What follows belongs to an exercise in optimizing a design on an open flow for small area; a production flow would make more cautious choices. The RTL was checked by simulation tests, not by an equivalence proof against the original design. Power is estimated from default activity; no workload was simulated.

==> build 91: inputs <==
Design freqres4, start of the top module:
module freqres4 (
    input  wire        clk,
    input  wire        rst,
    input  wire [2:0]  cmd_op,
    input  wire [1:0]  cmd_ch,
    input  wire [7:0]  cmd_arg0,
    input  wire [7:0]  cmd_arg1,
    input  wire [1:0]  cmd_flags,
    output reg         out_valid,
    output reg  [1:0]  out_ch,
    output wire [10:0] out_freq
);
==> flow/config.mk <==
export PLATFORM = sky130hd
export DESIGN_NAME = freqres4
export DESIGN_NICKNAME = freqres4
export VERILOG_FILES = /design/flow/design.v
export SDC_FILE = /design/flow/constraint.sdc
export NUM_CORES = 4
export LEC_CHECK = 0
export ABC_AREA = 1
export CAP_MARGIN = 5
export CORE_MARGIN = 2
export CORE_UTILIZATION = 60
export SLEW_MARGIN = 5
==> flow/constraint.sdc <==
create_clock -name core_clock -period 15.0 [get_ports {clk}]
set_input_delay 3.0000 -clock core_clock [delete_from_list [all_inputs] [get_ports {clk}]]
set_output_delay 3.0000 -clock core_clock [all_outputs]
set_load 0.01 [all_outputs]
standard.sh (not shown) runs the stock make flow with config.mk's settings and CLKGATE_MAP_FILE= SYNTH_SCRIPT=/design/flow/synth_recipe.tcl, a recipe that flattens the netlist after the stock synthesis.
==> flow/flow/run.sh <==
#!/bin/bash
# The standard layout (standard.sh), with the synthesis script replaced by
# flow/area_synth.tcl (the same synthesis, but ABC maps for area) and CTS
# without dummy loads.
set -euo pipefail
W=$PWD
export CTS_ARGS="-sink_clustering_enable -repair_clock_nets -dont_use_dummy_load -buf_list sky130_fd_sc_hd__clkbuf_8 -sink_clustering_size 18 -sink_clustering_max_diameter 80"
export BUFFER_PORTS_ARGS="-buffer_cell sky130_fd_sc_hd__buf_1"
sed "s#SYNTH_SCRIPT=[^ ]*#SYNTH_SCRIPT=$W/flow/area_synth.tcl#" standard.sh > area_standard.sh
grep -q "SYNTH_SCRIPT=$W/flow/area_synth.tcl" area_standard.sh
bash area_standard.sh > layout.log 2>&1
==> flow/flow/abc_area.script <==
strash; dc2; dch -f; amap; topo; stime -c; buffer -c; upsize -c; dnsize -c
==> flow/flow/area_synth.tcl <==
# The standard synthesis (synth_recipe.tcl in the work folder), except that
# ABC maps the combinational logic with an area-oriented script and only full
# adders are extracted as adder cells. Flip-flops are
# mapped before ABC runs, so the registers are the standard synthesis's.
set area_flow_dir [file dirname [file normalize [info script]]]
set ::area_abc_script [file join $area_flow_dir abc_area.script]
proc abc {args} {
  set i [lsearch -exact $args -script]
  if { $i >= 0 } {
    lset args [expr { $i + 1 }] $::area_abc_script
  }
  yosys abc {*}$args
}
proc extract_fa {args} {
  yosys extract_fa -fa {*}$args
}
source [file join [file dirname $area_flow_dir] synth_recipe.tcl]
==> inputs of build 2, as changes to build 91 <==
--- a/flow/design.v
+++ b/flow/design.v
@@ -165,33 +165,31 @@
 module fr_channel #(
     parameter NOISE = 0
 ) (
     input  wire        clk,
     input  wire        rst,
     input  wire        sel,
     input  wire [11:0] we,
     input  wire [6:0]  b_note,
-    input  wire        b_has,
     input  wire [10:0] b_cur,
     input  wire [1:0]  b_mode,
     input  wire [7:0]  b_speed,
     input  wire [7:0]  b_tune,
     input  wire [3:0]  b_ax,
     input  wire [3:0]  b_ay,
     input  wire [1:0]  b_aph,
     input  wire [3:0]  b_vsp,
     input  wire [3:0]  b_vex,
     input  wire [7:0]  b_vdl,
     input  wire [7:0]  b_vcnt,
     input  wire [3:0]  b_vtm,
     input  wire [1:0]  b_vph,
     input  wire [11:0] b_ip,
     output reg  [6:0]  note,
-    output wire        has,
     output wire [10:0] cur,
     output wire [1:0]  mode,
     output wire [7:0]  speed,
     output wire [7:0]  tune,
     output reg  [3:0]  ax,
     output reg  [3:0]  ay,
     output reg  [1:0]  aph,
     output wire [3:0]  vsp,
@@ -205,46 +203,44 @@
     wire [11:0] en = {12{rst}} | ({12{sel}} & we);
     always @(posedge clk) begin
         if (en[0]) note <= b_note;
         if (en[4]) begin ax <= b_ax; ay <= b_ay; end
         if (en[5]) aph <= b_aph;
     end
     generate
         if (NOISE) begin : g_noise
-            assign has = 1'b0;  assign cur = 11'd0; assign mode = 2'd0;
+            assign cur = 11'd0; assign mode = 2'd0;
             assign speed = 8'd0; assign tune = 8'd0; assign vsp = 4'd0;
             assign vex = 4'd0;   assign vdl = 8'd0;  assign vcnt = 8'd0;
             assign vtm = 4'd0;   assign vph = 2'd0;  assign ip = 12'd0;
         end else begin : g_tone
-            reg  has_r;
             reg  [10:0] cur_r;
             reg  [1:0]  mode_r;
             reg  [7:0]  speed_r;
             reg  [7:0]  tune_r;
             reg  [3:0]  vsp_r;
             reg  [3:0]  vex_r;
             reg  [7:0]  vdl_r;
             reg  [7:0]  vcnt_r;
             reg  [3:0]  vtm_r;
             reg  [1:0]  vph_r;
             reg  [11:0] ip_r;
             always @(posedge clk) begin
-                if (en[0])  has_r <= b_has;
                 if (en[1])  cur_r <= b_cur;
                 if (en[2])  begin mode_r <= b_mode; speed_r <= b_speed; end
                 if (en[3])  tune_r <= b_tune;
                 if (en[6])  begin vsp_r <= b_vsp; vex_r <= b_vex; end
                 if (en[7])  vdl_r <= b_vdl;
                 if (en[8])  vcnt_r <= b_vcnt;
                 if (en[9])  vtm_r <= b_vtm;
                 if (en[10]) vph_r <= b_vph;
                 if (en[11]) ip_r <= b_ip;
             end
-            assign {has, cur, mode, speed, tune, vsp, vex, vdl, vcnt, vtm, vph, ip} = {has_r, cur_r, mode_r, speed_r, tune_r, vsp_r, vex_r, vdl_r, vcnt_r, vtm_r, vph_r, ip_r};
+            assign {cur, mode, speed, tune, vsp, vex, vdl, vcnt, vtm, vph, ip} = {cur_r, mode_r, speed_r, tune_r, vsp_r, vex_r, vdl_r, vcnt_r, vtm_r, vph_r, ip_r};
         end
     endgenerate
 endmodule
 module fr_add #(
     parameter W = 8
 ) (
     input  wire [W-1:0] a,
     input  wire [W-1:0] b,
@@ -458,29 +454,27 @@
     wire is_step = (cmd_op == OP_STEP);
     wire e08   = is_eff && (cmd_arg1 == 8'h08);
     wire e_sl  = is_eff && (cmd_arg1 == 8'h09 || cmd_arg1 == 8'h0A || cmd_arg1 == 8'h0B);
     wire e0C   = is_eff && (cmd_arg1 == 8'h0C);
     wire e0D   = is_eff && (cmd_arg1 == 8'h0D);
     wire e0E   = is_eff && (cmd_arg1 == 8'h0E);
     wire [11:0] we;
     wire [6:0]  b_note;
-    wire        b_has;
     wire [10:0] b_cur;
     wire [1:0]  b_mode;
     wire [7:0]  b_speed, b_tune;
     wire [3:0]  b_ax, b_ay;
     wire [1:0]  b_aph;
     wire [3:0]  b_vsp, b_vex;
     wire [7:0]  b_vdl, b_vcnt;
     wire [3:0]  b_vtm;
     wire [1:0]  b_vph;
     wire [11:0] b_ip;
     wire [6:0]  q_note [0:3];
-    wire        q_has  [0:3];
     wire [10:0] q_cur  [0:3];
     wire [1:0]  q_mode [0:3];
     wire [7:0]  q_speed[0:3];
     wire [7:0]  q_tune [0:3];
     wire [3:0]  q_ax   [0:3];
     wire [3:0]  q_ay   [0:3];
     wire [1:0]  q_aph  [0:3];
     wire [3:0]  q_vsp  [0:3];
@@ -490,21 +484,21 @@
     wire [3:0]  q_vtm  [0:3];
     wire [1:0]  q_vph  [0:3];
     wire [11:0] q_ip   [0:3];
     genvar c;
     generate
         for (c = 0; c < 4; c = c + 1) begin : g_ch
             fr_channel #(.NOISE(c == 3 ? 1 : 0)) u_ch (
                 .clk(clk), .rst(rst), .sel(cmd_ch == c), .we(we),
-                .b_note(b_note), .b_has(b_has), .b_cur(b_cur), .b_mode(b_mode),
+                .b_note(b_note), .b_cur(b_cur), .b_mode(b_mode),
                 .b_speed(b_speed), .b_tune(b_tune), .b_ax(b_ax), .b_ay(b_ay),
                 .b_aph(b_aph), .b_vsp(b_vsp), .b_vex(b_vex), .b_vdl(b_vdl),
                 .b_vcnt(b_vcnt), .b_vtm(b_vtm), .b_vph(b_vph), .b_ip(b_ip),
-                .note(q_note[c]), .has(q_has[c]), .cur(q_cur[c]), .mode(q_mode[c]),
+                .note(q_note[c]), .cur(q_cur[c]), .mode(q_mode[c]),
                 .speed(q_speed[c]), .tune(q_tune[c]), .ax(q_ax[c]), .ay(q_ay[c]),
                 .aph(q_aph[c]), .vsp(q_vsp[c]), .vex(q_vex[c]), .vdl(q_vdl[c]),
                 .vcnt(q_vcnt[c]), .vtm(q_vtm[c]), .vph(q_vph[c]), .ip(q_ip[c])
             );
         end
     endgenerate
     wire [3:0] chs = {cmd_ch == 2'd3, cmd_ch == 2'd2, cmd_ch == 2'd1, cmd_ch == 2'd0};
     function [11:0] rd4;
@@ -512,21 +506,22 @@
         input [11:0] v0, v1, v2, v3;
         rd4 = ({12{s[0]}} & v0) | ({12{s[1]}} & v1) | ({12{s[2]}} & v2) | ({12{s[3]}} & v3);
     endfunction
     function [11:0] rd3;
         input [3:0]  s;
         input [11:0] v0, v1, v2;
         rd3 = ({12{s[0]}} & v0) | ({12{s[1]}} & v1) | ({12{s[2]}} & v2);
     endfunction
-    wire [6:0]  r_note  = rd4(chs, q_note[0], q_note[1], q_note[2], q_note[3]);
+    wire [6:0]  r_nreg  = rd4(chs, q_note[0], q_note[1], q_note[2], q_note[3]);
+    wire        no_note = r_nreg[6] && r_nreg[5];
+    wire [6:0]  r_note  = {r_nreg[6] && !r_nreg[5], r_nreg[5] && !r_nreg[6], r_nreg[4:0]};
     wire [3:0]  r_ax    = rd4(chs, q_ax[0], q_ax[1], q_ax[2], q_ax[3]);
     wire [3:0]  r_ay    = rd4(chs, q_ay[0], q_ay[1], q_ay[2], q_ay[3]);
     wire [1:0]  r_aph   = rd4(chs, q_aph[0], q_aph[1], q_aph[2], q_aph[3]);
-    wire        r_has   = rd3(chs, q_has[0], q_has[1], q_has[2]);
     wire [10:0] r_cur   = rd3(chs, q_cur[0], q_cur[1], q_cur[2]);
     wire [1:0]  r_mode  = rd3(chs, q_mode[0], q_mode[1], q_mode[2]);
     wire [7:0]  r_speed = rd3(chs, q_speed[0], q_speed[1], q_speed[2]);
     wire [7:0]  r_tune  = rd3(chs, q_tune[0], q_tune[1], q_tune[2]);
     wire [3:0]  r_vsp   = rd3(chs, q_vsp[0], q_vsp[1], q_vsp[2]);
     wire [3:0]  r_vex   = rd3(chs, q_vex[0], q_vex[1], q_vex[2]);
     wire [7:0]  r_vdl   = rd3(chs, q_vdl[0], q_vdl[1], q_vdl[2]);
     wire [7:0]  r_vcnt  = rd3(chs, q_vcnt[0], q_vcnt[1], q_vcnt[2]);
@@ -534,17 +529,17 @@
     wire [1:0]  r_vph   = rd3(chs, q_vph[0], q_vph[1], q_vph[2]);
     wire [11:0] r_ip    = rd3(chs, q_ip[0], q_ip[1], q_ip[2]);
     wire [6:0]  n2;
     wire [10:0] tone_a, tone_b;
     wire [7:0]  noise_b;
     fr_tone_rom  u_rom_a (.note(is_note ? cmd_arg0[6:0] : r_note), .freq(tone_a));
     fr_tone_rom  u_rom_b (.note(n2), .freq(tone_b));
     fr_noise_rom u_rom_n (.note(n2), .ctrl(noise_b));
-    wire [10:0] target = {11{r_has}} & tone_a;
+    wire [10:0] target = {11{!no_note}} & tone_a;
     wire [11:0] p_sum;
     wire        p_co;
     fr_add #(12) u_padd (.a(r_ip), .b({{4{cmd_arg1[7]}}, cmd_arg1}), .ci(1'b0), .s(p_sum), .co(p_co));
     wire        p_ovf = (r_ip[11] == cmd_arg1[7]) && (p_sum[11] != r_ip[11]);
     wire [11:0] ip_new = !cmd_flags[1] ? r_ip :
                          p_ovf ? {r_ip[11], {11{!r_ip[11]}}} : p_sum;
     wire m_po = (r_mode == MODE_PORTA);
     wire gt;   
@@ -599,18 +594,17 @@
     assign we[5]  = is_note || e08 || (is_step && arp_on);
     assign we[6]  = e0C;
     assign we[7]  = e0D;
     assign we[8]  = is_note || (is_step && vib_on && !vcnt0);
     assign we[9]  = is_note || e0C || (is_step && vib_act);
     assign we[10] = is_note || e0C || (is_step && vib_act && vwrap);
     assign we[11] = is_ins || (is_step && cmd_flags[1]);
     wire [7:0] a0 = {8{!rst}} & cmd_arg0;
-    assign b_note  = a0[6:0];
-    assign b_has   = !rst;
+    assign b_note  = {{2{rst}} | cmd_arg0[6:5], a0[4:0]};   
     assign b_cur   = {11{!rst}} & (is_note ? tone_a : cur_new);
     assign b_mode  = {2{!rst && cmd_arg0 != 8'd0}} & cmd_arg1[1:0];
     assign b_speed = a0;
     assign b_tune  = {rst || cmd_arg0[7], a0[6:0]};   
     assign b_ax    = a0[7:4];
     assign b_ay    = a0[3:0];
     assign b_aph   = {2{!rst && is_step}} & aph_next;
     assign b_vsp   = a0[7:4];
==> flow/flow/run.sh (replaced) <==
#!/bin/bash
# The standard layout (standard.sh), with three changes:
#  - synthesis runs flow/area_synth.tcl: the standard synthesis script, but
#    ABC maps the logic for area (flow/abc_area.script) and only full adders
#    are extracted as adder cells. Flip-flops are mapped before both steps, so
#    the registers are the standard synthesis's.
#  - clock tree: no dummy loads, clkbuf_8 buffers, at most 18 sinks per
#    cluster.
#  - ports are buffered with buf_2 cells.
# Each ORFS step writes its log under orfs/logs/; make's output is layout.log.
set -euo pipefail
W=$PWD
export CTS_ARGS="-sink_clustering_enable -repair_clock_nets -dont_use_dummy_load -buf_list sky130_fd_sc_hd__clkbuf_8 -sink_clustering_size 18 -sink_clustering_max_diameter 80"
export BUFFER_PORTS_ARGS="-buffer_cell sky130_fd_sc_hd__buf_2"
sed "s#SYNTH_SCRIPT=[^ ]*#SYNTH_SCRIPT=$W/flow/area_synth.tcl#" standard.sh > area_standard.sh
grep -q "SYNTH_SCRIPT=$W/flow/area_synth.tcl" area_standard.sh
bash area_standard.sh > layout.log 2>&1
CAP_MARGIN = 20   (was 5)
SLEW_MARGIN = 20   (was 5)
==> results.txt <==
- Between build 91 and build 2, the lower combinational power is in build 91 (gap about 6%, measured against build 2).
- Critical path depth is the same in build 91 and build 2.
- In sequential power, build 91 and build 2 hardly differ.
- Via count is about the same in build 91 and build 2.
- Register-to-register slack: build 91 is worse than build 2 (280 ps).
- Of build 91 and build 2, build 91 has the higher global-route usage (gap 0.39 points).
- Against build 91, the setup slack of build 2 is higher by 200 ps.
- Of build 2 and build 91, build 91 has the higher non-clock buffer count (gap 5).
- In build 2 the maximum frequency is higher than in build 91, by 1.5%.

## separate check: timing with driven ports
The results above use ideal ports. As a check the final layouts listed here were re-extracted and re-timed, cells and wires unchanged.
Step 1 assumes that a clkbuf_16 drives the clock port and a buf_2 every other input.
Step 2 times the ports against the registers' clock, not the clock port: input delays grow and output delays shrink by t, the midpoint of the rising clock arrivals with the driver on.
a / b / c = ideal ports / drivers / drivers and shift; a / b = the first two.
run | shift t [ns] | setup WS [ns] | hold WS [ns] | worst data-port slew with drivers (ns) | pins driven straight from the clock port
build 91 | 0.592 | 1.336 / 1.358 / 0.766 | 0.732 / 0.732 / 0.732 | 0.04 | 1
build 2 | 0.561 | 1.540 / 1.562 / 1.000 | 0.736 / 0.736 / 0.736 | 0.04 | 1
After both steps setup and hold are still met in every run listed. The setup slack of build 91, which loses most, moves by +0.022 ns with the drivers and by -0.570 ns with both steps.
